What follows belongs to an exercise in optimizing a design on an open flow for small area, a short achievable clock period and few clock cycles; a production flow would make more cautious choices. At most, simulation tests tie the RTL to the original design; equivalence was not proved. The RTL of run 1 was laid out without a check of its function. Power and IR drop assume default switching activity.

===== flow/flow/run.sh =====
#!/bin/bash
# Standard ORFS layout with the smallest buffer on each port and a clock
# tree of mid-size buffers without dummy loads.
set -euo pipefail
export BUFFER_PORTS_ARGS="-buffer_cell sky130_fd_sc_hd__buf_1"
export CTS_ARGS="-sink_clustering_enable -repair_clock_nets -dont_use_dummy_load -buf_list sky130_fd_sc_hd__clkbuf_8 -root_buf sky130_fd_sc_hd__clkbuf_16 -sink_clustering_size 20 -sink_clustering_max_diameter 60"
bash standard.sh > flow_make.log 2>&1

===== flow/standard.sh =====
#!/bin/bash
# synth_recipe.tcl (not shown) runs the flow's synth.tcl, then flattens the netlist and writes it again
# the make line also repeats each setting of config.mk as NAME=value (left out here)
make -C /OpenROAD-flow-scripts/flow DESIGN_CONFIG=/design/flow/config.mk WORK_HOME=/design/flow/orfs CLKGATE_MAP_FILE= SYNTH_SCRIPT=/design/flow/synth_recipe.tcl "${@:-finish}"

===== flow/config.mk =====
export PLATFORM = sky130hd
export DESIGN_NAME = racebox_decoder
export DESIGN_NICKNAME = racebox_decoder
export VERILOG_FILES = /design/flow/design.v
export SDC_FILE = /design/flow/constraint.sdc
export NUM_CORES = 4
export LEC_CHECK = 0
export CAP_MARGIN = 20
export CORE_MARGIN = 2
export CORE_UTILIZATION = 75
export PLACE_DENSITY = 0.8
export SLEW_MARGIN = 20

===== flow/constraint.sdc =====
create_clock -name core_clock -period 100.0 [get_ports {clk}]
set_input_delay 20.0000 -clock core_clock [delete_from_list [all_inputs] [get_ports {clk}]]
set_output_delay 20.0000 -clock core_clock [all_outputs]
set_load 0.01 [all_outputs]

===== flow/design.v =====
module racebox_decoder (
    input  wire        clk,
    input  wire        rst,
    input  wire        in_valid,
    input  wire [7:0]  in_data,
    output wire        in_ready,
    output wire        frame_valid,
    output wire        ck_error,
    output wire [31:0] itow,
    output wire [15:0] year,
    output wire [7:0]  month,
    output wire [7:0]  day,
    output wire [7:0]  hour,
    output wire [7:0]  minute,
    output wire [7:0]  second,
    output wire [7:0]  validity_flags,
    output wire [31:0] time_accuracy,
    output wire [31:0] nanoseconds,
    output wire [7:0]  fix_status,
    output wire [7:0]  fix_status_flags,
    output wire [7:0]  date_time_flags,
    output wire [7:0]  num_svs,
    output wire [31:0] longitude,
    output wire [31:0] latitude,
    output wire [31:0] wgs_altitude,
    output wire [31:0] msl_altitude,
    output wire [31:0] horizontal_accuracy,
    output wire [31:0] vertical_accuracy,
    output wire [31:0] speed,
    output wire [31:0] heading,
    output wire [31:0] speed_accuracy,
    output wire [31:0] heading_accuracy,
    output wire [15:0] pdop,
    output wire [7:0]  lat_lon_flags,
    output wire [7:0]  battery_status,
    output wire [15:0] gforce_x,
    output wire [15:0] gforce_y,
    output wire [15:0] gforce_z,
    output wire [15:0] rot_rate_x,
    output wire [15:0] rot_rate_y,
    output wire [15:0] rot_rate_z
);
    localparam       NB   = 82;       
    localparam [7:0] CK_A0 = 8'h50;   
    localparam [7:0] CK_B0 = 8'h9F;   
    localparam [6:0] FILL_0  = 7'h01;   
    localparam [6:0] FILL_79 = 7'h37;   
    localparam [6:0] FILL_87 = 7'h31;   
    reg [7:0]      in_q;
    reg            v_q;
    reg [8*NB-1:0] sr_q;        
    reg [6:0]      fill_q;
    reg            primed_q;    
    reg [2:0]      hst_q;
    reg [7:0]      ca_q;        
    reg [7:0]      cb_q;        
    reg            fv_q, ce_q;
    assign in_ready = 1'b1;
    wire [7:0] b1   = sr_q[7:0];
    wire [7:0] b81  = primed_q ? sr_q[8*80 +: 8] : 8'd0;
    wire [7:0] b82  = sr_q[8*81 +: 8];
    wire cand  = v_q && (fill_q == FILL_87) && (hst_q == 3'd5) && (b82 == 8'h00);
    wire ck_ok = (b1 == ca_q) && (in_q == cb_q);
    wire [7:0] ca_n = ca_q + b1 - b81;
    wire [7:0] cb_n = cb_q + ca_n - {b81[3:0], 4'd0} - {b81[1:0], 6'd0} - CK_A0;
    reg [2:0] hst_n;
    always @(*) begin
        case (hst_q)
            3'd0: hst_n = (b82 == 8'hB5) ? 3'd1 : 3'd0;
            3'd1: hst_n = (b82 == 8'h62) ? 3'd2 : (b82 == 8'hB5) ? 3'd1 : 3'd0;
            3'd2: hst_n = (b82 == 8'hFF) ? 3'd3 : (b82 == 8'hB5) ? 3'd1 : 3'd0;
            3'd3: hst_n = (b82 == 8'h01) ? 3'd4 : (b82 == 8'hB5) ? 3'd1 : 3'd0;
            3'd4: hst_n = (b82 == 8'h50) ? 3'd5 : (b82 == 8'hB5) ? 3'd1 : 3'd0;
            default: hst_n = (b82 == 8'hB5) ? 3'd1 : 3'd0;
        endcase
    end
    always @(posedge clk) begin
        v_q <= in_valid && !rst;
        in_q <= in_data;
        if (v_q)
            sr_q[8*NB-1:8] <= sr_q[8*NB-9:0];
        if (v_q)
            hst_q <= hst_n;
        if (rst)
            sr_q[7:0] <= 8'd0;
        else if (v_q)
            sr_q[7:0] <= in_q;
    end
    always @(posedge clk) begin
        if (rst) begin
            fill_q   <= FILL_0;
            primed_q <= 1'b0;
            ca_q     <= CK_A0;
            cb_q     <= CK_B0;
        end else if (v_q) begin
            if (cand && ck_ok)
                fill_q <= FILL_0;
            else if (fill_q != FILL_87)
                fill_q <= {fill_q[5:0], fill_q[6] ^ fill_q[5]};
            if (fill_q == FILL_79)
                primed_q <= 1'b1;
            ca_q  <= ca_n;
            cb_q  <= cb_n;
        end
    end
    always @(posedge clk) begin
        fv_q <= !rst && cand && ck_ok;
        ce_q <= !rst && cand && !ck_ok;
    end
    assign frame_valid = fv_q;
    assign ck_error    = ce_q;
    wire [7:0] p [0:79];
    genvar g;
    generate
        for (g = 0; g < 80; g = g + 1) begin : g_payload
            assign p[g] = sr_q[8*(81 - g) +: 8];
        end
    endgenerate
    assign itow                = {p[3], p[2], p[1], p[0]};
    assign year                = {p[5], p[4]};
    assign month               = p[6];
    assign day                 = p[7];
    assign hour                = p[8];
    assign minute              = p[9];
    assign second              = p[10];
    assign validity_flags      = p[11];
    assign time_accuracy       = {p[15], p[14], p[13], p[12]};
    assign nanoseconds         = {p[19], p[18], p[17], p[16]};
    assign fix_status          = p[20];
    assign fix_status_flags    = p[21];
    assign date_time_flags     = p[22];
    assign num_svs             = p[23];
    assign longitude           = {p[27], p[26], p[25], p[24]};
    assign latitude            = {p[31], p[30], p[29], p[28]};
    assign wgs_altitude        = {p[35], p[34], p[33], p[32]};
    assign msl_altitude        = {p[39], p[38], p[37], p[36]};
    assign horizontal_accuracy = {p[43], p[42], p[41], p[40]};
    assign vertical_accuracy   = {p[47], p[46], p[45], p[44]};
    assign speed               = {p[51], p[50], p[49], p[48]};
    assign heading             = {p[55], p[54], p[53], p[52]};
    assign speed_accuracy      = {p[59], p[58], p[57], p[56]};
    assign heading_accuracy    = {p[63], p[62], p[61], p[60]};
    assign pdop                = {p[65], p[64]};
    assign lat_lon_flags       = p[66];
    assign battery_status      = p[67];
    assign gforce_x            = {p[69], p[68]};
    assign gforce_y            = {p[71], p[70]};
    assign gforce_z            = {p[73], p[72]};
    assign rot_rate_x          = {p[75], p[74]};
    assign rot_rate_y          = {p[77], p[76]};
    assign rot_rate_z          = {p[79], p[78]};
endmodule

==> results of run 1 <==
[worst max-delay path by stage]
stage	from	end	slack, ns	cells after the start
finish	sr_q[612]	year[12]	78.56	1
global route	sr_q[612]	year[12]	78.55	1
CTS	sr_q[612]	year[12]	78.60	1
detailed placement	rst	ca_q[3]	79.15	4
global placement	rst	ca_q[3]	79.13	4
floorplan	rst	ca_q[0]	79.26	3
[power groups by stage]
stage	combinational [W]	clock (W)	sequential (W)
2_1_floorplan	0.0000475	0	0.000352
3_3_place_gp	0.0000534	0	0.000345
3_5_place_dp	0.0000558	0	0.000345
4_1_cts	0.0000564	0.000125	0.000339
5_1_grt	0.0000616	0.000133	0.000340
6_report	0.0000562	0.000122	0.000339
[registers in the layout (all words and copies together) (netlist names)]
signal and count:
sr_q 656, ca_q 8, cb_q 8, in_q 8
fill_q 7, hst_q 3, ce_q 1, fv_q 1
primed_q 1, v_q 1
[metrics by stage]
stage	worst slack, ns	cell area (sq um)
2_1_floorplan	79.26	27110
3_3_place_gp	79.13	25350
3_5_place_dp	79.15	25380
4_1_cts	78.60	26030
5_1_grt	78.55	26030
6_report	78.56	26030
[routing by layer]
layer	part of all wire (%)	track usage, %	up-vias
met5	0.015	0	-
met4	3.3	9.540	2
met3	8.3	6.018	105
met2	51	47.03	756
met1	38	37.46	5990
li1	-	-	5020
[cell type report]
class,count,area (sq um)
clock buffer,43,648.1
fill,2070,9539
inverter,49,183.9
multi-input combinational,210,1664
sequential,694,20410
tap,461,576.8
timing repair buffer,660,2544
[placed cells by master, fill, tap and decap left out, types with 7 or more instances in the layout]
| cell type | netlist | routed |
|---|---|---|
| nand2_1 | 17 | 17 |
| a21oi_1 | 18 | 18 |
| o21ai_0 | 7 | 7 |
| fa_1 | 12 | 12 |
| inv_1 | 49 | 49 |
| dfxtp_1 | 43 | 42 |
| clkbuf_8 | 0 | 38 |
| xnor2_1 | 28 | 28 |
| ha_1 | 21 | 21 |
| edfxtp_1 | 651 | 651 |
| mux2i_1 | 16 | 16 |
| buf_1 | 3 | 652 |
| nor2_1 | 27 | 27 |
[cells by family (layout without fill, tap and decap cells)]
| group | Yosys count | after routing | synth area share, % |
|---|---|---|---|
| AND/OR/NAND/NOR | 82 | 82 | 1.579 |
| other | 1 | 1 | 0.01383 |
| multiplexers | 16 | 16 | 0.5908 |
| adder cells (fa/ha/maj) | 33 | 33 | 1.856 |
| XOR/XNOR | 34 | 34 | 1.099 |
| AO/OA/AOI/OAI | 44 | 44 | 1.002 |
| buffers and inverters | 699 | 752 | 18.57 |
| flip-flops | 694 | 694 | 75.30 |
==> impl_metrics.csv, run 1 <==
group,metric,value,unit
timing,hold_viol,0,
timing,relSlewSlack,27.74,%
hold_path,min_from,"sr_q[149]",
power_and_ir_drop,power_frac_seq,65.6,%
global_route,grt_antenna_before_repair,4,
logic_synthesis,syn_area,27110,sq um
logic_synthesis,synth_edf_count,651,
global_route,grt_pass1_wl,76680,um
final_layout,drive_gt1_share,3.321,%
logic_synthesis,synthCells,1603,
critical_path,r2r_end,"cb_q[7]",
place,post-place-cells,2074,
outcome,outcome,"complete, no violations",
power_and_ir_drop,fin_total_pwr,0.0005170,W
logic_synthesis,ys.flop_type,"edfxtp_1",
global_route,grt_max_degree,198,
detailed_routing,dr.pass1.iters,5,
logic_synthesis,ys_async_sr_fraction,0,%
critical_path,slowest_stage,"edfxtp_1",
critical_path,worst-endpoint-required,80.00,ns
place,io_buffers,652,
clocking,cts.clk_slew.worst_paths,0.11,ns
critical_path,path_cells,"buf_1",
clocking,cts_root_buffer,"clkbuf_16",
logic_synthesis,ys_seq_area_share,75.30,%
place,hpwlAfterDp,40660,um
critical_path,critPathKind,"flop to output pin",
logic_synthesis,synth.distinct_cells,37,
logic_synthesis,yosys.area.top_type,"edfxtp_1",
critical_path,r2r-start,"sr_q[641]",
floorplanning,die_w,194.1,um
critical_path,critPathMaxFanout,2,
flow_run,drv_cap,0,
detailed_routing,drtAntennaViolNets,0,
logic_synthesis,synthMostInstantiatedCell,"edfxtp_1",
floorplanning,pin_count,654,
timing,max_freq,46.65,MHz
clocking,cts_tree,"yes",
timing,setup_violations,0,
critical_path,cpPeakStageDelay,0.68,ns
logic_synthesis,synth_commonest_cells,"edfxtp_1, buf_4, inv_1, dfxtp_1, xnor2_1",
critical_path,crit_buf_inv,1,
clocking,h-tree-depth,2,
critical_path,crit_path_end_kind,"output pin",
final_layout,num-nets-final,1702,
hold_path,holdPathEnd,"sr_q[157]",
logic_synthesis,synth_fp_nets,1647,
power_and_ir_drop,p_per_area,19.86,nW/um^2
detailed_routing,drt_iter0_drc,1281,
logic_synthesis,avgSynthCellArea,16.91,sq um
logic_synthesis,yosysWarningCount,1,
timing,fin_hold_ws,0.4106,ns
detailed_routing,wire_per_inst,25.72,um
detailed_routing,wirelength,54460,um
logic_synthesis,synth_area_leaders,"edfxtp_1, buf_4, dfxtp_1",
critical_path,cp-start-kind,"flop",
floorplanning,die_h,194.1,um
floorplanning,coreArea,35570,sq um
power_and_ir_drop,pwr-share-comb,10.9,%
global_route,grt.overflow.total,0,
global_route,gr-usage-all-layers,28.13,%
floorplanning,num_rows,69,
critical_path,crit_family,"flip-flops",
timing,period_needed,21.44,ns
clocking,cts_setup_buffers,0,
final_layout,instances_no_fill,2117,
power_and_ir_drop,worst_ir_drop_vdd,0.00002028,V
power_and_ir_drop,total_leakage_power,8.452,nW
global_route,grt_pass1_vias,11330,
floorplanning,start_util,76.21,%
logic_synthesis,synth_seq_cells,694,
clocking,cts_resized,0,
timing,final.setup.tns,0,ns
hold_path,holdCritPathClass,"flop to flop",
place,place.gp.congestion,0.9182,
final_layout,diodes,0,
power_and_ir_drop,net-switching-power,0.0001218,W
power_and_ir_drop,p_sw_share,23.55,%
critical_path,rr_worst_depth,18,
clocking,cts.hold.buffers_added,0,
critical_path,regToRegSetupSlack,95.42,ns
timing,fin_crit_sh,21.44,%
timing,worst_pin_slew,1.084,ns
final_layout,fin_util,73.18,%
detailed_routing,avgViaCountPerCell,5.608,
clocking,clk_latency,0.53,ns
detailed_routing,drc,0,
clocking,cts_sinks,694,
power_and_ir_drop,internal_power,0.0003952,W
clocking,clockBufferDepth,3,
timing,drv_slew,0,
timing,rsz0062_at_grt,"no",
logic_synthesis,netlist.area_leader.share,72.12,%
final_layout,area_growth,-3.970,%
detailed_routing,vias,11870,
floorplanning,die-area,37680,sq um
clocking,cts_made_buffers,43,
timing,finClkSkew,0.03647,ns
power_and_ir_drop,p_clk_share,23.5,%
hold_path,hold_path_depth,0,
critical_path,cp_data_arrival_time,1.44,ns
==> inputs of run 2 (changes only) <==
--- a/flow/design.v
+++ b/flow/design.v
@@ -40,7 +40,7 @@
     output wire [15:0] rot_rate_y,
     output wire [15:0] rot_rate_z
 );
-    localparam       NB   = 82;       
+    localparam       NB    = 81;      
     localparam [7:0] CK_A0 = 8'h50;   
     localparam [7:0] CK_B0 = 8'h9F;   
     localparam [6:0] FILL_0  = 7'h01;   
@@ -57,33 +57,36 @@
     reg            fv_q, ce_q;
     assign in_ready = 1'b1;
     wire [7:0] b1   = sr_q[7:0];
-    wire [7:0] b81  = primed_q ? sr_q[8*80 +: 8] : 8'd0;
-    wire [7:0] b82  = sr_q[8*81 +: 8];
-    wire cand  = v_q && (fill_q == FILL_87) && (hst_q == 3'd5) && (b82 == 8'h00);
+    wire [7:0] b81  = sr_q[8*80 +: 8];
+    wire [7:0] b81m = primed_q ? b81 : 8'd0;
+    wire cand  = v_q && (fill_q == FILL_87) && (hst_q == 3'd6);
     wire ck_ok = (b1 == ca_q) && (in_q == cb_q);
-    wire [7:0] ca_n = ca_q + b1 - b81;
-    wire [7:0] cb_n = cb_q + ca_n - {b81[3:0], 4'd0} - {b81[1:0], 6'd0} - CK_A0;
+    wire acc   = cand && ck_ok;
+    wire shift = v_q && !acc;
+    wire [7:0] ca_n = ca_q + b1 - b81m;
+    wire [7:0] cb_n = cb_q + ca_n - {b81m[3:0], 4'd0} - {b81m[1:0], 6'd0} - CK_A0;
     reg [2:0] hst_n;
     always @(*) begin
         case (hst_q)
-            3'd0: hst_n = (b82 == 8'hB5) ? 3'd1 : 3'd0;
-            3'd1: hst_n = (b82 == 8'h62) ? 3'd2 : (b82 == 8'hB5) ? 3'd1 : 3'd0;
-            3'd2: hst_n = (b82 == 8'hFF) ? 3'd3 : (b82 == 8'hB5) ? 3'd1 : 3'd0;
-            3'd3: hst_n = (b82 == 8'h01) ? 3'd4 : (b82 == 8'hB5) ? 3'd1 : 3'd0;
-            3'd4: hst_n = (b82 == 8'h50) ? 3'd5 : (b82 == 8'hB5) ? 3'd1 : 3'd0;
-            default: hst_n = (b82 == 8'hB5) ? 3'd1 : 3'd0;
+            3'd0: hst_n = (b81 == 8'hB5) ? 3'd1 : 3'd0;
+            3'd1: hst_n = (b81 == 8'h62) ? 3'd2 : (b81 == 8'hB5) ? 3'd1 : 3'd0;
+            3'd2: hst_n = (b81 == 8'hFF) ? 3'd3 : (b81 == 8'hB5) ? 3'd1 : 3'd0;
+            3'd3: hst_n = (b81 == 8'h01) ? 3'd4 : (b81 == 8'hB5) ? 3'd1 : 3'd0;
+            3'd4: hst_n = (b81 == 8'h50) ? 3'd5 : (b81 == 8'hB5) ? 3'd1 : 3'd0;
+            3'd5: hst_n = (b81 == 8'h00) ? 3'd6 : (b81 == 8'hB5) ? 3'd1 : 3'd0;
+            default: hst_n = (b81 == 8'hB5) ? 3'd1 : 3'd0;
         endcase
     end
     always @(posedge clk) begin
-        v_q <= in_valid && !rst;
+        v_q  <= in_valid && !rst;
         in_q <= in_data;
-        if (v_q)
+        if (shift) begin
             sr_q[8*NB-1:8] <= sr_q[8*NB-9:0];
-        if (v_q)
-            hst_q <= hst_n;
+            hst_q          <= hst_n;
+        end
         if (rst)
             sr_q[7:0] <= 8'd0;
-        else if (v_q)
+        else if (shift)
             sr_q[7:0] <= in_q;
     end
     always @(posedge clk) begin
@@ -92,19 +95,19 @@
             primed_q <= 1'b0;
             ca_q     <= CK_A0;
             cb_q     <= CK_B0;
+        end else if (acc) begin
+            fill_q   <= FILL_0;
         end else if (v_q) begin
-            if (cand && ck_ok)
-                fill_q <= FILL_0;
-            else if (fill_q != FILL_87)
+            if (fill_q != FILL_87)
                 fill_q <= {fill_q[5:0], fill_q[6] ^ fill_q[5]};
             if (fill_q == FILL_79)
                 primed_q <= 1'b1;
-            ca_q  <= ca_n;
-            cb_q  <= cb_n;
+            ca_q <= ca_n;
+            cb_q <= cb_n;
         end
     end
     always @(posedge clk) begin
-        fv_q <= !rst && cand && ck_ok;
+        fv_q <= !rst && acc;
         ce_q <= !rst && cand && !ck_ok;
     end
     assign frame_valid = fv_q;
@@ -113,7 +116,7 @@
     genvar g;
     generate
         for (g = 0; g < 80; g = g + 1) begin : g_payload
-            assign p[g] = sr_q[8*(81 - g) +: 8];
+            assign p[g] = sr_q[8*(80 - g) +: 8];
         end
     endgenerate
     assign itow                = {p[3], p[2], p[1], p[0]};
==> flow/flow/run.sh (replaced) <==
#!/bin/bash
# Standard ORFS layout with the smallest buffer on each port and a clock
# tree of mid-size buffers without dummy loads.
set -euo pipefail
export BUFFER_PORTS_ARGS="-buffer_cell sky130_fd_sc_hd__buf_1"
export CTS_ARGS="-sink_clustering_enable -repair_clock_nets -dont_use_dummy_load -buf_list sky130_fd_sc_hd__clkbuf_8 -sink_clustering_size 16 -sink_clustering_max_diameter 50"
bash standard.sh > flow_make.log 2>&1
==> run 2 against run 1 <==
  * Synthesized cell count shrank 41%
  * The flow now stops in I/O pin placement
  * Area after synthesis fell by 19%
==> impl_metrics.csv, run 2 <==
group,metric,value,unit
floorplanning,die_w,175.6,um
logic_synthesis,ys_async_sr_fraction,0,%
logic_synthesis,netlist.area_leader.share,87.48,%
logic_synthesis,synth_commonest_cells,"edfxtp_1, inv_1, dfxtp_1, nor2_1, xnor2_1",
logic_synthesis,synth.distinct_cells,47,
floorplanning,die_h,175.6,um
logic_synthesis,synth_area_leaders,"edfxtp_1, dfxtp_1, ha_1",
logic_synthesis,ys_seq_area_share,91.38,%
logic_synthesis,synth_fp_nets,993,
logic_synthesis,synth_edf_count,643,
outcome,outcome,"stopped before the end",
logic_synthesis,avgSynthCellArea,23.26,sq um
floorplanning,num_rows,62,
outcome,lastStage,"I/O pin placement",
logic_synthesis,synthMostInstantiatedCell,"edfxtp_1",
outcome,first-error,"[ERROR PPL-0024] Number of IO pins (654) exceeds maximum number of available positions (628). Increase the die perimeter from 702.20um to 889.44um.",
logic_synthesis,ys.flop_type,"edfxtp_1",
floorplanning,start_util,76.49,%
logic_synthesis,synth_seq_cells,686,
logic_synthesis,yosys.area.top_type,"edfxtp_1",
logic_synthesis,syn_area,22070,sq um
logic_synthesis,yosysWarningCount,1,
logic_synthesis,synthCells,949,
==> run 2: cell count changes after synthesis, sizes merged, moves of 3 or more <==
cell,delta
buf,-642
a21oi,-8
edfxtp,-8
mux2i,+8
o21ai,-8
a211oi,-3
nand2,-3
nor2,+3
o211ai,+3
==> run 2: kinds of logic after synthesis <==
logic type,count (synthesis),share of synthesized area (%)
compound gates,31,0.9070
xor+xnor,35,1.389
fa+ha+maj,33,2.279
buf+inv,59,1.139
flops,686,91.38
mux,24,1.088
other cells,1,0.01699
simple gates,80,1.803
Testbench counts of run 2, summed over its fixed seeds: cycles 100,212.
==> inputs of run 3 (changes only) <==
--- a/flow/flow/run.sh
+++ b/flow/flow/run.sh
@@ -3,5 +3,6 @@
 # tree of mid-size buffers without dummy loads.
 set -euo pipefail
 export BUFFER_PORTS_ARGS="-buffer_cell sky130_fd_sc_hd__buf_1"
+export PLACE_PINS_ARGS="-min_distance 1 -min_distance_in_tracks"
 export CTS_ARGS="-sink_clustering_enable -repair_clock_nets -dont_use_dummy_load -buf_list sky130_fd_sc_hd__clkbuf_8 -sink_clustering_size 16 -sink_clustering_max_diameter 50"
 bash standard.sh > flow_make.log 2>&1
==> run 3 against run 2 <==
  * Now clean on timing, DRC and antenna
  * Area after synthesis did not move
  * Synthesized cell count did not move
==> impl_metrics.csv, run 3 <==
group,metric,value,unit
outcome,outcome,"complete, no violations",
critical_path,slowest_stage,"edfxtp_1",
flow_run,drv_cap,0,
logic_synthesis,ys_seq_area_share,91.38,%
floorplanning,num_rows,62,
final_layout,n_fill_cell,995,
logic_synthesis,synth_edf_count,643,
critical_path,cp-startpoint,"sr_q[228]",
clocking,cts.clk_slew.worst_paths,0.09,ns
floorplanning,die_h,175.6,um
critical_path,critPathMaxFanout,2,
logic_synthesis,synth_commonest_cells,"edfxtp_1, inv_1, dfxtp_1, nor2_1, xnor2_1",
global_route,grt_pass1_vias,11650,
logic_synthesis,yosysWarningCount,1,
detailed_routing,drc,0,
final_layout,largest-register,"sr_q",
logic_synthesis,synth_area_leaders,"edfxtp_1, dfxtp_1, ha_1",
detailed_routing,wirelength,58240,um
critical_path,worst-endpoint-required,80.00,ns
detailed_routing,wire_per_inst,28.63,um
timing,period_needed,21.35,ns
timing,drv_slew,0,
critical_path,cp_data_arrival_time,1.35,ns
floorplanning,die-area,30820,sq um
power_and_ir_drop,worst_ir_drop_vdd,0.00001519,V
logic_synthesis,ys_async_sr_fraction,0,%
floorplanning,pin_count,654,
critical_path,crit_path_end_kind,"output pin",
timing,rsz0062_at_grt,"no",
critical_path,cpPeakStageDelay,0.42,ns
timing,finClkSkew,0.06981,ns
global_route,use_met3,15.54,%
hold_path,hold_path_depth,0,
global_route,grt.overflow.total,0,
place,hpwlAfterDp,40720,um
clocking,cts_root_buffer,"clkbuf_8",
logic_synthesis,netlist.area_leader.share,87.48,%
critical_path,rr_worst_depth,17,
power_and_ir_drop,fin_total_pwr,0.0005146,W
clocking,clk_latency,0.61,ns
clocking,cts_sinks,686,
clocking,cts_setup_buffers,0,
detailed_routing,drtAntennaViolNets,0,
logic_synthesis,avgSynthCellArea,23.26,sq um
final_layout,num-nets-final,1696,
logic_synthesis,synthMostInstantiatedCell,"edfxtp_1",
place,io_buffers,652,
timing,setup_violations,0,
global_route,met2_usage,59.10,%
critical_path,crit_family,"flip-flops",
floorplanning,start_util,76.49,%
timing,fin_crit_sh,21.35,%
final_layout,area_growth,16.67,%
critical_path,r2r_end,"cb_q[7]",
critical_path,critPathKind,"flop to output pin",
floorplanning,coreArea,28860,sq um
clocking,cts_tree,"yes",
final_layout,drive_gt1_share,3.758,%
timing,final.setup.tns,0,ns
clocking,cts_resized,0,
logic_synthesis,ys.flop_type,"edfxtp_1",
logic_synthesis,synthCells,949,
power_and_ir_drop,p_per_area,19.98,nW/um^2
timing,relSlewSlack,22.20,%
timing,max_freq,46.83,MHz
final_layout,diodes,0,
final_layout,final_common_cell,"buf_1",
timing,fin_hold_ws,0.4210,ns
final_layout,largest_register_ffs,648,
floorplanning,die_w,175.6,um
clocking,clockBufferDepth,3,
place,place.gp.congestion,0.9179,
logic_synthesis,synth.distinct_cells,47,
timing,worst_pin_slew,1.167,ns
logic_synthesis,synth_seq_cells,686,
critical_path,cp.depth,1,
timing,hold_viol,0,
critical_path,path_cells,"buf_1",
clocking,cts_made_buffers,50,
global_route,grt_max_degree,234,
logic_synthesis,synth_fp_nets,993,
detailed_routing,avgViaCountPerCell,6.095,
critical_path,regToRegSetupSlack,95.31,ns
clocking,h-tree-depth,2,
power_and_ir_drop,total_leakage_power,8.491,nW
detailed_routing,drt_iter0_drc,1736,
critical_path,cp-endpoint,"heading[4]",
logic_synthesis,syn_area,22070,sq um
detailed_routing,dr.pass1.iters,6,
final_layout,final_cell_mix,"buf_1, edfxtp_1, clkbuf_8, inv_1, dfxtp_1",
hold_path,holdCritPathClass,"flop to flop",
global_route,grt_antenna_before_repair,0,
global_route,gr-usage-all-layers,37.35,%
critical_path,cp-start-kind,"flop",
critical_path,crit_buf_inv,1,
global_route,grt_pass1_wl,81260,um
critical_path,r2r-start,"sr_q[641]",
logic_synthesis,yosys.area.top_type,"edfxtp_1",
global_route,busiest_layer,"met2",
global_route,grtUsageMet1,46.83,%
hold_path,min_from,"sr_q[28]",
detailed_routing,vias,12400,
clocking,cts.hold.buffers_added,0,
-- run 3: metrics by stage --
step	utilization (%)	std cells	area, sq um	worst slack (ns)
after global placement	86.65	1982	25010	78.84
after global routing	89.24	2034	25750	78.61
after CTS	89.03	2032	25690	78.66
after floorplan	-	949	22070	78.97
final	89.24	2034	25750	78.65
after detailed placement	86.65	1982	25010	78.72
-- run 3: how the worst min path moves through the flow --
| stage | endpoint |
|---|---|
| after CTS | sr_q[36] |
| after global placement | sr_q[39] |
| after floorplan | sr_q[15] |
| after global routing | sr_q[36] |
| after detailed placement | sr_q[312] |
| final | sr_q[36] |
-- run 3: power by group --
part / leakage [nW] / internal, W / total (W) / switching [W]
Combinational: 1.74 / 0.0000196 / 0.0000552 / 0.0000356
Clock: 0.359 / 0.0000449 / 0.000125 / 0.0000798
Sequential: 6.39 / 0.000326 / 0.000335 / 0.00000858
Total: 8.49 / 0.000391 / 0.000515 / 0.000124
-- run 3: cell type report --
cell class / count / area [sq um] / area share (%)
Multi-Input combinational cell: 204 / 1659 / 6.443
Tap cell: 384 / 480.5 / 1.866
Timing Repair Buffer: 659 / 2556 / 9.926
Inverter: 51 / 198.9 / 0.7725
Clock buffer: 50 / 688.2 / 2.672
Sequential cell: 686 / 20170 / 78.32
-- run 3: cells by family (layout without fill, tap and decap cells) --
logic type / after synthesis / count (layout) / synth area share (%)
simple gates: 80 / 80 / 1.803
mux: 24 / 24 / 1.088
xor+xnor: 35 / 35 / 1.389
compound gates: 31 / 31 / 0.9070
other cells: 1 / 1 / 0.01699
fa+ha+maj: 33 / 33 / 2.279
flops: 686 / 686 / 91.38
buf+inv: 59 / 760 / 1.139
-- run 3: routing by layer --
layer | part of all wire (%) | up-vias
met5 | 0 | -
met4 | 5.4 | 0
met2 | 46 | 1203
li1 | - | 4991
met3 | 16 | 192
met1 | 32 | 6011
==> inputs of run 4 (changes only) <==
==> flow/flow/run.sh (replaced) <==
#!/bin/bash
# Standard ORFS layout with the smallest buffer on each port and a clock
# tree of mid-size buffers without dummy loads.
set -euo pipefail
export BUFFER_PORTS_ARGS="-buffer_cell sky130_fd_sc_hd__buf_1"
export CTS_ARGS="-sink_clustering_enable -repair_clock_nets -dont_use_dummy_load -buf_list sky130_fd_sc_hd__clkbuf_8 -root_buf sky130_fd_sc_hd__clkbuf_16 -sink_clustering_size 18 -sink_clustering_max_diameter 55"
bash standard.sh > flow_make.log 2>&1
==> run 4 against run 3 <==
  * The run now fails in I/O pin placement
  * Area after synthesis stayed put
  * Synthesized cell count stayed put
==> impl_metrics.csv, run 4 <==
group,metric,value,unit
logic_synthesis,yosys.area.top_type,"edfxtp_1",
logic_synthesis,ys_seq_area_share,91.38,%
floorplanning,die_h,175.6,um
logic_synthesis,synth_area_leaders,"edfxtp_1, dfxtp_1, ha_1",
logic_synthesis,synth.distinct_cells,47,
logic_synthesis,synth_edf_count,643,
logic_synthesis,syn_area,22070,sq um
logic_synthesis,synth_seq_cells,686,
floorplanning,num_rows,62,
outcome,first-error,"[ERROR PPL-0024] Number of IO pins (654) exceeds maximum number of available positions (628). Increase the die perimeter from 702.20um to 889.44um.",
logic_synthesis,synthCells,949,
outcome,outcome,"stopped before the end",
floorplanning,die_w,175.6,um
floorplanning,start_util,76.49,%
outcome,lastStage,"I/O pin placement",
logic_synthesis,avgSynthCellArea,23.26,sq um
logic_synthesis,synthMostInstantiatedCell,"edfxtp_1",
logic_synthesis,synth_commonest_cells,"edfxtp_1, inv_1, dfxtp_1, nor2_1, xnor2_1",
logic_synthesis,ys.flop_type,"edfxtp_1",
logic_synthesis,ys_async_sr_fraction,0,%
logic_synthesis,netlist.area_leader.share,87.48,%
logic_synthesis,synth_fp_nets,993,
logic_synthesis,yosysWarningCount,1,
-- run 4: cell counts after synthesis --
No cell type changed its count.
-- run 4: cell families after synthesis --
group | Yosys count | share of synthesized area (%)
flip-flops | 686 | 91.38
buffers and inverters | 59 | 1.139
AO/OA/AOI/OAI | 31 | 0.9070
adder cells (fa/ha/maj) | 33 | 2.279
multiplexers | 24 | 1.088
other | 1 | 0.01699
AND/OR/NAND/NOR | 80 | 1.803
XOR/XNOR | 35 | 1.389
==> inputs of run 5 (changes only) <==
--- a/flow/flow/run.sh
+++ b/flow/flow/run.sh
@@ -3,5 +3,6 @@
 # tree of mid-size buffers without dummy loads.
 set -euo pipefail
 export BUFFER_PORTS_ARGS="-buffer_cell sky130_fd_sc_hd__buf_1"
+export PLACE_PINS_ARGS="-min_distance 1 -min_distance_in_tracks"
 export CTS_ARGS="-sink_clustering_enable -repair_clock_nets -dont_use_dummy_load -buf_list sky130_fd_sc_hd__clkbuf_8 -root_buf sky130_fd_sc_hd__clkbuf_16 -sink_clustering_size 18 -sink_clustering_max_diameter 55"
 bash standard.sh > flow_make.log 2>&1
==> run 5 against run 4 <==
  * Now clean on timing, DRC and antenna
  * Synthesized cell count unchanged
  * Area after synthesis unchanged
==> impl_metrics.csv, run 5 <==
group,metric,value,unit
place,place.gp.congestion,0.9179,
logic_synthesis,synth_seq_cells,686,
global_route,grt_pass1_vias,11830,
floorplanning,die_h,175.6,um
timing,worst_pin_slew,1.173,ns
final_layout,final_area,25770,sq um
global_route,grt_pass1_wl,82940,um
detailed_routing,avgViaCountPerCell,6.228,
detailed_routing,drtAntennaViolNets,0,
floorplanning,die_w,175.6,um
critical_path,worst-endpoint-required,80.00,ns
critical_path,cpPeakStageDelay,0.55,ns
floorplanning,start_util,76.49,%
critical_path,crit_family,"flip-flops",
timing,period_needed,21.30,ns
clocking,cts_root_buffer,"clkbuf_16",
final_layout,drive_gt1_share,3.524,%
logic_synthesis,synthMostInstantiatedCell,"edfxtp_1",
detailed_routing,drt_iter0_drc,1776,
final_layout,largest_register_ffs,648,
detailed_routing,vias,12640,
clocking,cts.hold.buffers_added,0,
logic_synthesis,ys.flop_type,"edfxtp_1",
logic_synthesis,synth_fp_nets,993,
final_layout,final_cell_mix,"buf_1, edfxtp_1, inv_1, dfxtp_1, clkbuf_8",
timing,rsz0062_at_grt,"no",
clocking,cts_made_buffers,45,
final_layout,area_growth,16.74,%
timing,final.setup.tns,0,ns
floorplanning,coreArea,28860,sq um
detailed_routing,drc,0,
clocking,clk_latency,0.53,ns
logic_synthesis,ys_seq_area_share,91.38,%
clocking,cts_sinks,686,
logic_synthesis,synth_area_leaders,"edfxtp_1, dfxtp_1, ha_1",
timing,relSlewSlack,21.82,%
detailed_routing,wire_per_inst,29.61,um
place,post-place-cells,1982,
critical_path,crit_buf_inv,1,
final_layout,instances_no_fill,2030,
outcome,outcome,"complete, no violations",
logic_synthesis,yosysWarningCount,1,
critical_path,critPathKind,"flop to output pin",
final_layout,num-nets-final,1692,
final_layout,n_fill_cell,1011,
critical_path,slowest_stage,"edfxtp_1",
logic_synthesis,syn_area,22070,sq um
timing,fin_crit_sh,21.30,%
power_and_ir_drop,power_frac_seq,64.6,%
final_layout,final_common_cell,"buf_1",
clocking,cts.clk_slew.worst_paths,0.10,ns
floorplanning,pin_count,654,
final_layout,fin_util,89.29,%
critical_path,cp_data_arrival_time,1.30,ns
power_and_ir_drop,total_leakage_power,8.492,nW
critical_path,cp-start-kind,"flop",
detailed_routing,dr.pass1.iters,5,
global_route,grt.overflow.total,0,
clocking,cts_resized,0,
timing,finClkSkew,0.05446,ns
power_and_ir_drop,pwr-share-comb,11.0,%
logic_synthesis,netlist.area_leader.share,87.48,%
logic_synthesis,synthCells,949,
floorplanning,die-area,30820,sq um
logic_synthesis,synth_commonest_cells,"edfxtp_1, inv_1, dfxtp_1, nor2_1, xnor2_1",
clocking,h-tree-depth,2,
critical_path,path_cells,"buf_1",
clocking,clockBufferDepth,3,
power_and_ir_drop,p_per_area,20.11,nW/um^2
clocking,cts_setup_buffers,0,
hold_path,holdCritPathClass,"flop to flop",
place,hpwlAfterDp,40720,um
clocking,cts_tree,"yes",
logic_synthesis,synth_edf_count,643,
power_and_ir_drop,p_clk_share,24.3,%
global_route,grt_max_degree,234,
global_route,grt_antenna_before_repair,0,
place,io_buffers,652,
power_and_ir_drop,fin_total_pwr,0.0005182,W
critical_path,crit_path_end_kind,"output pin",
timing,setup_violations,0,
logic_synthesis,ys_async_sr_fraction,0,%
power_and_ir_drop,net-switching-power,0.0001265,W
power_and_ir_drop,worst_ir_drop_vdd,0.00001931,V
flow_run,drv_cap,0,
logic_synthesis,avgSynthCellArea,23.26,sq um
floorplanning,num_rows,62,
place,dpl_cell_area,25010,sq um
power_and_ir_drop,internal_power,0.0003916,W
detailed_routing,wirelength,60110,um
logic_synthesis,yosys.area.top_type,"edfxtp_1",
timing,drv_slew,0,
power_and_ir_drop,p_sw_share,24.41,%
critical_path,critPathMaxFanout,8,
timing,hold_viol,0,
timing,max_freq,46.95,MHz
logic_synthesis,synth.distinct_cells,47,
final_layout,largest-register,"sr_q",
global_route,gr-usage-all-layers,38.39,%
final_layout,diodes,0,
## run 5: cell counts after synthesis
No cell type changed its count.
## run 5: layout make-up
| cell class | instances | area [sq um] | area share [%] |
|---|---|---|---|
| Clock buffer | 45 | 675.6 | 2.622 |
| Inverter | 51 | 198.9 | 0.7721 |
| Multi-Input combinational cell | 204 | 1659 | 6.439 |
| Sequential cell | 686 | 20170 | 78.28 |
| Tap cell | 384 | 480.5 | 1.865 |
| Timing Repair Buffer | 660 | 2584 | 10.03 |
## run 5: path summary, 6_finish.rpt
check	start	to	slack, ns	cells past startpoint
min reg2reg	sr_q[503]	sr_q[511]	0.44	0
max	sr_q[641]	itow[1]	78.70	1
min	sr_q[503]	sr_q[511]	0.44	0
max reg2reg	sr_q[641]	cb_q[7]	95.19	16
## run 5: cells by family after synthesis
| group | after synthesis | share of synthesized area, % |
|---|---|---|
| simple gates | 80 | 1.803 |
| mux | 24 | 1.088 |
| flops | 686 | 91.38 |
| xor+xnor | 35 | 1.389 |
| fa+ha+maj | 33 | 2.279 |
| compound gates | 31 | 0.9070 |
| buf+inv | 59 | 1.139 |
| other cells | 1 | 0.01699 |
## run 5: power groups by stage
stage	Combinational (W)	Clock (W)	Sequential, W
5_1_grt	0.0000598	0.000135	0.000336
6_report	0.0000571	0.000126	0.000335
2_1_floorplan	0.0000305	0	0.000349
4_1_cts	0.0000547	0.000127	0.000335
3_3_place_gp	0.0000496	0	0.000339
3_5_place_dp	0.0000521	0	0.000341
## run 5: stage by stage
step	worst slack, ns	hold WS (ns)
after floorplan	78.97	0.4509
after global placement	78.84	0.4269
after detailed placement	78.72	0.4297
after CTS	78.70	0.4407
after global routing	78.67	0.4492
final	78.70	0.4412
## run 5: layer usage
layer / global-route usage [%] / vias up / share of wire [%]
met2: 60.61 / 1278 / 47
met1: 47.90 / 6182 / 31
met5: 0 / - / 0
li1: - / 4983 / -
met3: 16.39 / 200 / 17
met4: 15.67 / 0 / 5.4
==> inputs of run 6 (changes only) <==
--- a/flow/config.mk
+++ b/flow/config.mk
@@ -7,6 +7,6 @@
 export LEC_CHECK = 0
 export CAP_MARGIN = 20
 export CORE_MARGIN = 2
-export CORE_UTILIZATION = 75
-export PLACE_DENSITY = 0.8
+export CORE_UTILIZATION = 65
+export PLACE_DENSITY = 0.65
 export SLEW_MARGIN = 20
==> run 6 against run 5 <==
  * Critical endpoint is now itow[6]
  * Non-clock buffer count fell by 3
  * Wire length fell by 17%
  * Combinational power fell by 11%
  * Highest routed layer unchanged
  * Global-route usage fell by 11 points
==> impl_metrics.csv, run 6 <==
group,metric,value,unit
place,place.gp.congestion,0.8960,
logic_synthesis,synthCells,949,
clocking,clockBufferDepth,3,
detailed_routing,drt_iter0_drc,1135,
logic_synthesis,synth_seq_cells,686,
critical_path,r2r-start,"sr_q[641]",
outcome,outcome,"complete, no violations",
timing,fin_crit_sh,21.28,%
final_layout,instances_no_fill,2093,
critical_path,cp.depth,1,
logic_synthesis,yosys.area.top_type,"edfxtp_1",
final_layout,n_fill_cell,1935,
timing,relSlewSlack,23.87,%
critical_path,critPathKind,"flop to output pin",
timing,rsz0062_at_grt,"no",
logic_synthesis,yosysWarningCount,1,
floorplanning,die_w,188.3,um
timing,drv_slew,0,
logic_synthesis,ys_async_sr_fraction,0,%
critical_path,r2r_end,"cb_q[7]",
critical_path,slowest_stage,"edfxtp_1",
logic_synthesis,synth_edf_count,643,
logic_synthesis,netlist.area_leader.share,87.48,%
final_layout,final_cell_mix,"buf_1, edfxtp_1, inv_1, dfxtp_1, clkbuf_8",
clocking,cts_root_buffer,"clkbuf_16",
global_route,grt.overflow.total,0,
hold_path,hold_path_depth,0,
critical_path,regToRegSetupSlack,95.56,ns
final_layout,seq_area,20170,sq um
detailed_routing,drc,0,
logic_synthesis,synth_area_leaders,"edfxtp_1, dfxtp_1, ha_1",
timing,hold_viol,0,
clocking,cts_made_buffers,47,
final_layout,num-nets-final,1691,
place,post-place-cells,2046,
critical_path,worst-endpoint-required,80.00,ns
logic_synthesis,syn_area,22070,sq um
critical_path,cp_data_arrival_time,1.28,ns
critical_path,crit_family,"flip-flops",
timing,period_needed,21.28,ns
clocking,cts.hold.buffers_added,0,
detailed_routing,wirelength,49610,um
power_and_ir_drop,p_per_area,19.72,nW/um^2
place,hpwlAfterDp,35970,um
clocking,cts_tree,"yes",
final_layout,diodes,0,
timing,final.setup.tns,0,ns
clocking,h-tree-depth,2,
power_and_ir_drop,total_leakage_power,8.471,nW
critical_path,critPathMaxFanout,7,
logic_synthesis,synth.distinct_cells,47,
logic_synthesis,synth_fp_nets,993,
detailed_routing,vias,11500,
final_layout,multi_input_area,1659,sq um
critical_path,cp-start-kind,"flop",
floorplanning,start_util,65.99,%
logic_synthesis,synthMostInstantiatedCell,"edfxtp_1",
clocking,cts_sinks,686,
final_layout,largest-register,"sr_q",
floorplanning,coreArea,33450,sq um
timing,worst_pin_slew,1.142,ns
flow_run,drv_cap,0,
timing,max_freq,47.00,MHz
critical_path,path_cells,"buf_1",
critical_path,rr_worst_depth,17,
clocking,cts_resized,0,
clocking,clk_latency,0.54,ns
logic_synthesis,ys.flop_type,"edfxtp_1",
detailed_routing,drtAntennaViolNets,0,
clocking,cts.clk_slew.worst_paths,0.11,ns
final_layout,fin_util,77.14,%
clocking,cts_setup_buffers,0,
detailed_routing,wire_per_inst,23.70,um
final_layout,final_common_cell,"buf_1",
timing,finClkSkew,0.05376,ns
global_route,grt_max_degree,211,
global_route,gr-usage-all-layers,27.47,%
global_route,grt_pass1_vias,10890,
floorplanning,die-area,35450,sq um
final_layout,area_growth,16.89,%
floorplanning,num_rows,67,
detailed_routing,avgViaCountPerCell,5.494,
critical_path,crit_buf_inv,1,
detailed_routing,dr.pass1.iters,5,
floorplanning,pin_count,654,
power_and_ir_drop,worst_ir_drop_vdd,0.00001650,V
final_layout,largest_register_ffs,648,
global_route,grt_pass1_wl,70510,um
logic_synthesis,ys_seq_area_share,91.38,%
final_layout,final_area,25800,sq um
floorplanning,die_h,188.3,um
place,io_buffers,652,
critical_path,cpPeakStageDelay,0.50,ns
logic_synthesis,synth_commonest_cells,"edfxtp_1, inv_1, dfxtp_1, nor2_1, xnor2_1",
critical_path,crit_path_end_kind,"output pin",
place,dpl_cell_area,25100,sq um
critical_path,cp-startpoint,"sr_q[646]",
hold_path,holdCritPathClass,"flop to flop",
logic_synthesis,avgSynthCellArea,23.26,sq um
final_layout,drive_gt1_share,3.465,%
timing,setup_violations,0,
global_route,grt_antenna_before_repair,0,
critical_path,cp-endpoint,"itow[6]",
[run 6: cell counts after synthesis]
No cell type changed its count.
[run 6: where the power goes]
group	switching, W	internal, W
clock	0.0000774	0.0000471
sequential	0.00000727	0.000326
combinational	0.0000318	0.0000190
total	0.000116	0.000392
[run 6: kinds of logic (layout without fill, tap and decap cells)]
logic type                 count (synthesis)  in the layout  share of synthesized area, %
and+or+nand+nor                           80             80                         1.803
DFF                                      686            686                         91.38
buffers and inverters                     59            755                         1.139
xor gates and xnor gates                  35             35                         1.389
muxes                                     24             24                         1.088
AOI/OAI and AO/OA                         31             31                        0.9070
other                                      1              1                       0.01699
adders and majority gates                 33             33                         2.279
[run 6: area by class of cell]
class                           count  share of cell area (%)
Inverter                           51                  0.7711
Multi-Input combinational cell    204                   6.430
Timing Repair Buffer              657                   9.728
Clock buffer                       47                   2.725
Tap cell                          448                   2.173
Sequential cell                   686                   78.17
[run 6: worst min-delay path by stage]
stage,to,slack (ns),from
finish,sr_q[607],0.44,sr_q[599]
global route,sr_q[542],0.44,sr_q[534]
CTS,sr_q[573],0.44,sr_q[565]
detailed placement,sr_q[498],0.43,sr_q[490]
global placement,sr_q[119],0.43,sr_q[111]
floorplan,sr_q[15],0.45,sr_q[7]
[run 6: per-layer routing]
metal	share of wire, %	global-route usage, %
met5	0	0
met3	15	13.39
met4	5.2	12.66
met2	44	40.01
met1	36	35.33
[run 6: stage by stage]
stage | hold WS (ns) | setup slack, ns | power, W
detailed placement | 0.4294 | 78.76 | 0.0003908
global route | 0.4419 | 78.69 | 0.0005278
floorplan | 0.4509 | 78.97 | 0.0003798
global placement | 0.4294 | 78.84 | 0.0003894
finish | 0.4373 | 78.72 | 0.0005087
CTS | 0.4381 | 78.72 | 0.0005128
==> inputs of run 7 (changes only) <==
--- a/flow/config.mk
+++ b/flow/config.mk
@@ -7,6 +7,6 @@
 export LEC_CHECK = 0
 export CAP_MARGIN = 20
 export CORE_MARGIN = 2
-export CORE_UTILIZATION = 65
-export PLACE_DENSITY = 0.65
+export CORE_UTILIZATION = 70
+export PLACE_DENSITY = 0.6
 export SLEW_MARGIN = 20
==> run 7 against run 6 <==
  * Via count increased by 1.9%
  * Combinational power increased by 2%
  * Sequential power about the same
  * Cell count decreased by 2.2%
  * Synthesized cell count unchanged
  * Clock skew increased by 0.0023 ns
  * Critical path depth unchanged
  * Global-route usage increased by 2.4 points
  * Sequential share of layout area increased by 0.25 points
  * Power about the same
  * Clock power about the same
==> impl_metrics.csv, run 7 <==
group,metric,value,unit
logic_synthesis,synth_fp_nets,993,
place,hpwlAfterDp,36440,um
global_route,grt_max_degree,166,
logic_synthesis,ys_async_sr_fraction,0,%
final_layout,final_cell_mix,"buf_1, edfxtp_1, inv_1, dfxtp_1, clkbuf_8",
critical_path,path_cells,"buf_1",
clocking,cts_made_buffers,45,
final_layout,final_area,25720,sq um
logic_synthesis,yosysWarningCount,1,
detailed_routing,drt_iter0_drc,1183,
detailed_routing,wirelength,50230,um
timing,finClkSkew,0.05610,ns
detailed_routing,drc,0,
detailed_routing,dr.pass1.iters,7,
global_route,grt_antenna_before_repair,1,
flow_run,drv_cap,0,
timing,drv_slew,0,
logic_synthesis,avgSynthCellArea,23.26,sq um
timing,hold_viol,0,
logic_synthesis,synth_seq_cells,686,
clocking,clockBufferDepth,3,
logic_synthesis,synth_commonest_cells,"edfxtp_1, inv_1, dfxtp_1, nor2_1, xnor2_1",
floorplanning,coreArea,31310,sq um
critical_path,cp-start-kind,"flop",
final_layout,diodes,0,
timing,setup_violations,0,
critical_path,crit_family,"flip-flops",
detailed_routing,drtAntennaViolNets,0,
critical_path,rr_worst_depth,8,
clocking,h-tree-depth,2,
clocking,clk_latency,0.54,ns
clocking,cts_tree,"yes",
final_layout,final_common_cell,"buf_1",
timing,rsz0062_at_grt,"no",
outcome,outcome,"complete, no violations",
floorplanning,num_rows,65,
global_route,grt.overflow.total,0,
timing,worst_pin_slew,1.162,ns
critical_path,worst-endpoint-required,80.00,ns
critical_path,slowest_stage,"edfxtp_1",
critical_path,r2r_end,"sr_q[494]",
clocking,cts_setup_buffers,0,
timing,final.setup.tns,0,ns
clocking,cts.clk_slew.worst_paths,0.10,ns
timing,fin_crit_sh,21.29,%
place,dpl_cell_area,25040,sq um
timing,max_freq,46.96,MHz
global_route,grt_pass1_wl,71240,um
floorplanning,die_h,181.6,um
logic_synthesis,synth_area_leaders,"edfxtp_1, dfxtp_1, ha_1",
logic_synthesis,ys_seq_area_share,91.38,%
critical_path,critPathMaxFanout,8,
critical_path,cp_data_arrival_time,1.29,ns
critical_path,regToRegSetupSlack,94.77,ns
final_layout,multi_input_area,1659,sq um
logic_synthesis,syn_area,22070,sq um
final_layout,num-nets-final,1692,
detailed_routing,avgViaCountPerCell,5.724,
critical_path,cp-startpoint,"sr_q[641]",
detailed_routing,vias,11720,
floorplanning,start_util,70.49,%
logic_synthesis,netlist.area_leader.share,87.48,%
final_layout,largest_register_ffs,648,
logic_synthesis,synthMostInstantiatedCell,"edfxtp_1",
final_layout,area_growth,16.51,%
logic_synthesis,synth_edf_count,643,
final_layout,fin_util,82.13,%
power_and_ir_drop,p_per_area,19.77,nW/um^2
critical_path,cpPeakStageDelay,0.53,ns
logic_synthesis,synthCells,949,
logic_synthesis,synth.distinct_cells,47,
critical_path,crit_buf_inv,1,
final_layout,drive_gt1_share,3.524,%
critical_path,r2r-start,"v_q",
final_layout,n_fill_cell,1531,
logic_synthesis,ys.flop_type,"edfxtp_1",
hold_path,hold_path_depth,0,
clocking,cts_resized,0,
timing,relSlewSlack,22.55,%
hold_path,min_from,"sr_q[132]",
power_and_ir_drop,worst_ir_drop_vdd,0.00001531,V
floorplanning,die_w,181.6,um
hold_path,holdPathEnd,"sr_q[140]",
clocking,cts.hold.buffers_added,0,
floorplanning,die-area,32970,sq um
global_route,gr-usage-all-layers,29.86,%
timing,period_needed,21.29,ns
logic_synthesis,yosys.area.top_type,"edfxtp_1",
power_and_ir_drop,total_leakage_power,8.466,nW
hold_path,holdCritPathClass,"flop to flop",
place,io_buffers,652,
critical_path,crit_path_end_kind,"output pin",
critical_path,critPathKind,"flop to output pin",
detailed_routing,wire_per_inst,24.53,um
final_layout,largest-register,"sr_q",
final_layout,seq_area,20170,sq um
clocking,cts_sinks,686,
clocking,cts_root_buffer,"clkbuf_16",
global_route,grt_pass1_vias,11210,
place,place.gp.congestion,0.9089,
floorplanning,pin_count,654,
==> run 7: cell counts after synthesis <==
No cell type changed its count.
==> run 7: cell families (layout without fill, tap and decap cells) <==
kind of cell               after synthesis  count (layout)  synth area share, %
other                                    1               1              0.01699
AOI/OAI and AO/OA                       31              31               0.9070
and+or+nand+nor                         80              80                1.803
buffers and inverters                   59             756                1.139
xor gates and xnor gates                35              35                1.389
DFF                                    686             686                91.38
muxes                                   24              24                1.088
adders and majority gates               33              33                2.279
==> run 7: how the worst max path moves through the flow <==
stage               slack [ns]  depth (start not counted)   endpoint
floorplan                78.97                          2    ca_q[2]
global placement         78.84                          5  fill_q[6]
detailed placement       78.74                          5  fill_q[5]
CTS                      78.71                          1    itow[1]
global route             78.68                          1    itow[1]
finish                   78.71                          1    itow[1]
==> run 7: routing by layer <==
metal | vias up | wire (um) | global-route usage (%)
met5 | - | 29 | 0
met4 | 4 | 3061 | 15.67
met3 | 164 | 6702 | 13.24
met2 | 804 | 22760 | 45.12
met1 | 5782 | 17680 | 37.10
li1 | 4968 | - | -
==> run 7: area by class of cell <==
class	count	share of cell area, %
timing repair buffer	660	9.765
inverter	51	0.7736
multi-input combinational	204	6.451
tap	402	1.956
clock buffer	45	2.627
sequential	686	78.43
==> run 7: power breakdown <==
part / total (W) / switching [W] / leakage (nW) / internal (W)
clock network: 0.000123 / 0.0000777 / 0.349 / 0.0000454
logic: 0.0000519 / 0.0000329 / 1.72 / 0.0000190
registers: 0.000334 / 0.00000743 / 6.39 / 0.000326
==> run 7: metrics by stage <==
stage	power, W	hold slack (ns)	worst slack [ns]	std cells
floorplan	0.0003798	0.4509	78.97	949
global route	0.0005269	0.4155	78.68	2048
finish	0.0005086	0.4164	78.71	2048
CTS	0.0005113	0.4182	78.71	2048
detailed placement	0.0003915	0.4294	78.74	2003
global placement	0.0003893	0.4290	78.84	2003
==> inputs of run 8 (changes only) <==
--- a/flow/config.mk
+++ b/flow/config.mk
@@ -8,5 +8,5 @@
 export CAP_MARGIN = 20
 export CORE_MARGIN = 2
 export CORE_UTILIZATION = 70
-export PLACE_DENSITY = 0.6
+export PLACE_DENSITY = 0.7
 export SLEW_MARGIN = 20
==> run 8 against run 7 <==
  * Utilization rose by 0.13 points
  * Via count down 1.1%
  * Still clean
  * Synthesized cell count is the same
  * Cell count about the same
  * Non-clock buffer count down 2
  * Setup slack better by 0.025 ns
  * Register-to-register slack gained 0.73 ns
  * Highest routed layer is now met4
  * Clock skew is 0.0023 ns higher
  * Power up 0.11%
  * Final area increased by 0.16%
  * Clock power is essentially flat
  * Die area is the same
==> impl_metrics.csv, run 8 <==
group,metric,value,unit
final_layout,largest_register_ffs,648,
outcome,outcome,"complete, no violations",
clocking,clk_latency,0.53,ns
clocking,clockBufferDepth,3,
logic_synthesis,yosysWarningCount,1,
critical_path,rr_worst_depth,17,
place,hpwlAfterDp,35720,um
final_layout,fin_util,82.26,%
timing,worst_pin_slew,1.104,ns
logic_synthesis,syn_area,22070,sq um
logic_synthesis,synth_edf_count,643,
critical_path,cpPeakStageDelay,0.50,ns
logic_synthesis,synth_fp_nets,993,
global_route,grt_max_degree,230,
critical_path,r2r-start,"sr_q[641]",
floorplanning,die-area,32970,sq um
logic_synthesis,synthMostInstantiatedCell,"edfxtp_1",
final_layout,n_fill_cell,1603,
critical_path,critPathMaxFanout,8,
clocking,cts_tree,"yes",
detailed_routing,drtAntennaViolNets,0,
detailed_routing,wirelength,49270,um
critical_path,cp.depth,1,
global_route,grt_pass1_vias,10950,
final_layout,seq_area,20170,sq um
place,io_buffers,652,
critical_path,regToRegSetupSlack,95.50,ns
logic_synthesis,synth.distinct_cells,47,
clocking,cts_resized,0,
critical_path,slowest_stage,"edfxtp_1",
clocking,cts_setup_buffers,0,
critical_path,cp-start-kind,"flop",
logic_synthesis,ys_async_sr_fraction,0,%
timing,final.setup.tns,0,ns
floorplanning,die_w,181.6,um
final_layout,largest-register,"sr_q",
final_layout,final_area,25760,sq um
clocking,cts_root_buffer,"clkbuf_16",
place,dpl_cell_area,25040,sq um
clocking,cts.hold.buffers_added,0,
critical_path,critPathKind,"flop to output pin",
timing,max_freq,47.02,MHz
final_layout,area_growth,16.69,%
floorplanning,die_h,181.6,um
critical_path,crit_path_end_kind,"output pin",
timing,relSlewSlack,26.39,%
critical_path,path_cells,"buf_1",
logic_synthesis,yosys.area.top_type,"edfxtp_1",
hold_path,holdCritPathClass,"flop to flop",
critical_path,crit_family,"flip-flops",
final_layout,multi_input_area,1659,sq um
power_and_ir_drop,worst_ir_drop_vdd,0.00001850,V
flow_run,drv_cap,0,
logic_synthesis,netlist.area_leader.share,87.48,%
clocking,cts.clk_slew.worst_paths,0.10,ns
logic_synthesis,synth_commonest_cells,"edfxtp_1, inv_1, dfxtp_1, nor2_1, xnor2_1",
timing,setup_violations,0,
detailed_routing,drc,0,
critical_path,cp-startpoint,"sr_q[641]",
place,place.gp.congestion,0.9027,
logic_synthesis,ys_seq_area_share,91.38,%
final_layout,final_common_cell,"buf_1",
clocking,h-tree-depth,2,
floorplanning,coreArea,31310,sq um
power_and_ir_drop,p_per_area,19.77,nW/um^2
detailed_routing,avgViaCountPerCell,5.663,
clocking,cts_made_buffers,46,
critical_path,r2r_end,"cb_q[7]",
logic_synthesis,synth_area_leaders,"edfxtp_1, dfxtp_1, ha_1",
global_route,gr-usage-all-layers,29.20,%
timing,drv_slew,0,
global_route,grt_antenna_before_repair,0,
logic_synthesis,synth_seq_cells,686,
detailed_routing,vias,11590,
final_layout,num-nets-final,1691,
global_route,grt_pass1_wl,69880,um
global_route,grt.overflow.total,0,
critical_path,cp_data_arrival_time,1.27,ns
critical_path,cp-endpoint,"itow[1]",
clocking,cts_sinks,686,
final_layout,diodes,0,
floorplanning,pin_count,654,
timing,period_needed,21.27,ns
timing,finClkSkew,0.05844,ns
power_and_ir_drop,total_leakage_power,8.476,nW
critical_path,crit_buf_inv,1,
detailed_routing,wire_per_inst,24.07,um
logic_synthesis,ys.flop_type,"edfxtp_1",
detailed_routing,dr.pass1.iters,7,
logic_synthesis,avgSynthCellArea,23.26,sq um
floorplanning,start_util,70.49,%
timing,rsz0062_at_grt,"no",
timing,hold_viol,0,
final_layout,drive_gt1_share,3.465,%
final_layout,final_cell_mix,"buf_1, edfxtp_1, inv_1, dfxtp_1, clkbuf_8",
logic_synthesis,synthCells,949,
timing,fin_crit_sh,21.27,%
floorplanning,num_rows,65,
critical_path,worst-endpoint-required,80.00,ns
detailed_routing,drt_iter0_drc,1286,
run 8: changes by cell type in the layout (fill, tap and decap cells not counted), sizes merged:
| cell | delta |
|---|---|
| clkbuf | +1 |
| buf | -2 |
run 8: power breakdown:
group,switching (W),internal (W)
logic,0.0000332,0.0000192
clock network,0.0000771,0.0000462
registers,0.00000729,0.000326
total,0.000118,0.000392
run 8: cell families (layout without fill, tap and decap cells):
family | count (synthesis) | in the layout | synth area share (%)
multiplexers | 24 | 24 | 1.088
AO/OA/AOI/OAI | 31 | 31 | 0.9070
buffers and inverters | 59 | 755 | 1.139
AND/OR/NAND/NOR | 80 | 80 | 1.803
XOR/XNOR | 35 | 35 | 1.389
flip-flops | 686 | 686 | 91.38
adder cells (fa/ha/maj) | 33 | 33 | 2.279
other | 1 | 1 | 0.01699
run 8: area by class of cell:
type / count / area share [%]
clock buffer: 46 / 2.677
inverter: 51 / 0.7724
multi-input combinational: 204 / 6.441
sequential: 686 / 78.31
tap: 402 / 1.953
timing repair buffer: 658 / 9.851
run 8: metrics by stage:
stage          std cells   power, W  hold slack (ns)  worst slack, ns
6_report            2047  0.0005091           0.3931            78.73
5_1_grt             2047  0.0005276           0.4001            78.69
4_1_cts             2046  0.0005119           0.3984            78.70
3_5_place_dp        2000  0.0003917           0.4294            78.78
3_3_place_gp        2000  0.0003896           0.4287            78.83
2_1_floorplan        949  0.0003798           0.4509            78.97
run 8: how the worst min path moves through the flow:
stage	endpoint	depth (start not counted)	slack, ns	start
floorplan	sr_q[15]	0	0.45	sr_q[7]
global placement	sr_q[324]	0	0.43	sr_q[316]
detailed placement	sr_q[397]	0	0.43	sr_q[389]
CTS	sr_q[70]	0	0.40	sr_q[62]
global route	sr_q[603]	0	0.40	sr_q[595]
finish	sr_q[603]	0	0.39	sr_q[595]
run 8: layer usage:
metal	share of wire (%)	global-route usage [%]	up-vias
li1	-	-	4980
met1	36	37.66	5710
met2	44	43.39	767
met3	14	12.80	135
met4	5.7	14.18	0
met5	0	0	-

==> re-timing with driven ports <==
The results above use ideal ports. As a check the final layouts listed here were re-extracted and re-timed, cells and wires unchanged.
Step 1, drivers: a clkbuf_16 drives clk and a buf_2 each remaining input, both assumed.
Step 2 times the ports against the registers' clock, not the clock port: input delays grow and output delays shrink by t, the midpoint of the rising clock arrivals with the driver on.
a / b / c = ideal / step 1 / step 2; a / b = the first two.
run	t, ns	setup slack, ns	hold WS [ns]
run 1	0.569	78.562 / 78.509 / 79.078	0.411 / 0.411 / 0.411
run 3	0.622	78.646 / 78.598 / 78.697	0.421 / 0.421 / 0.421
run 5	0.557	78.699 / 78.649 / 78.540	0.441 / 0.441 / 0.441
run 6	0.565	78.721 / 78.669 / 78.719	0.437 / 0.437 / 0.437
run 7	0.562	78.706 / 78.654 / 78.791	0.416 / 0.416 / 0.416
run 8	0.553	78.731 / 78.679 / 78.769	0.393 / 0.393 / 0.393
After both steps setup and hold are still met in every run listed. For run 5, which loses most, drivers alone change the setup slack by -0.050 ns; drivers and shift together by -0.159 ns.
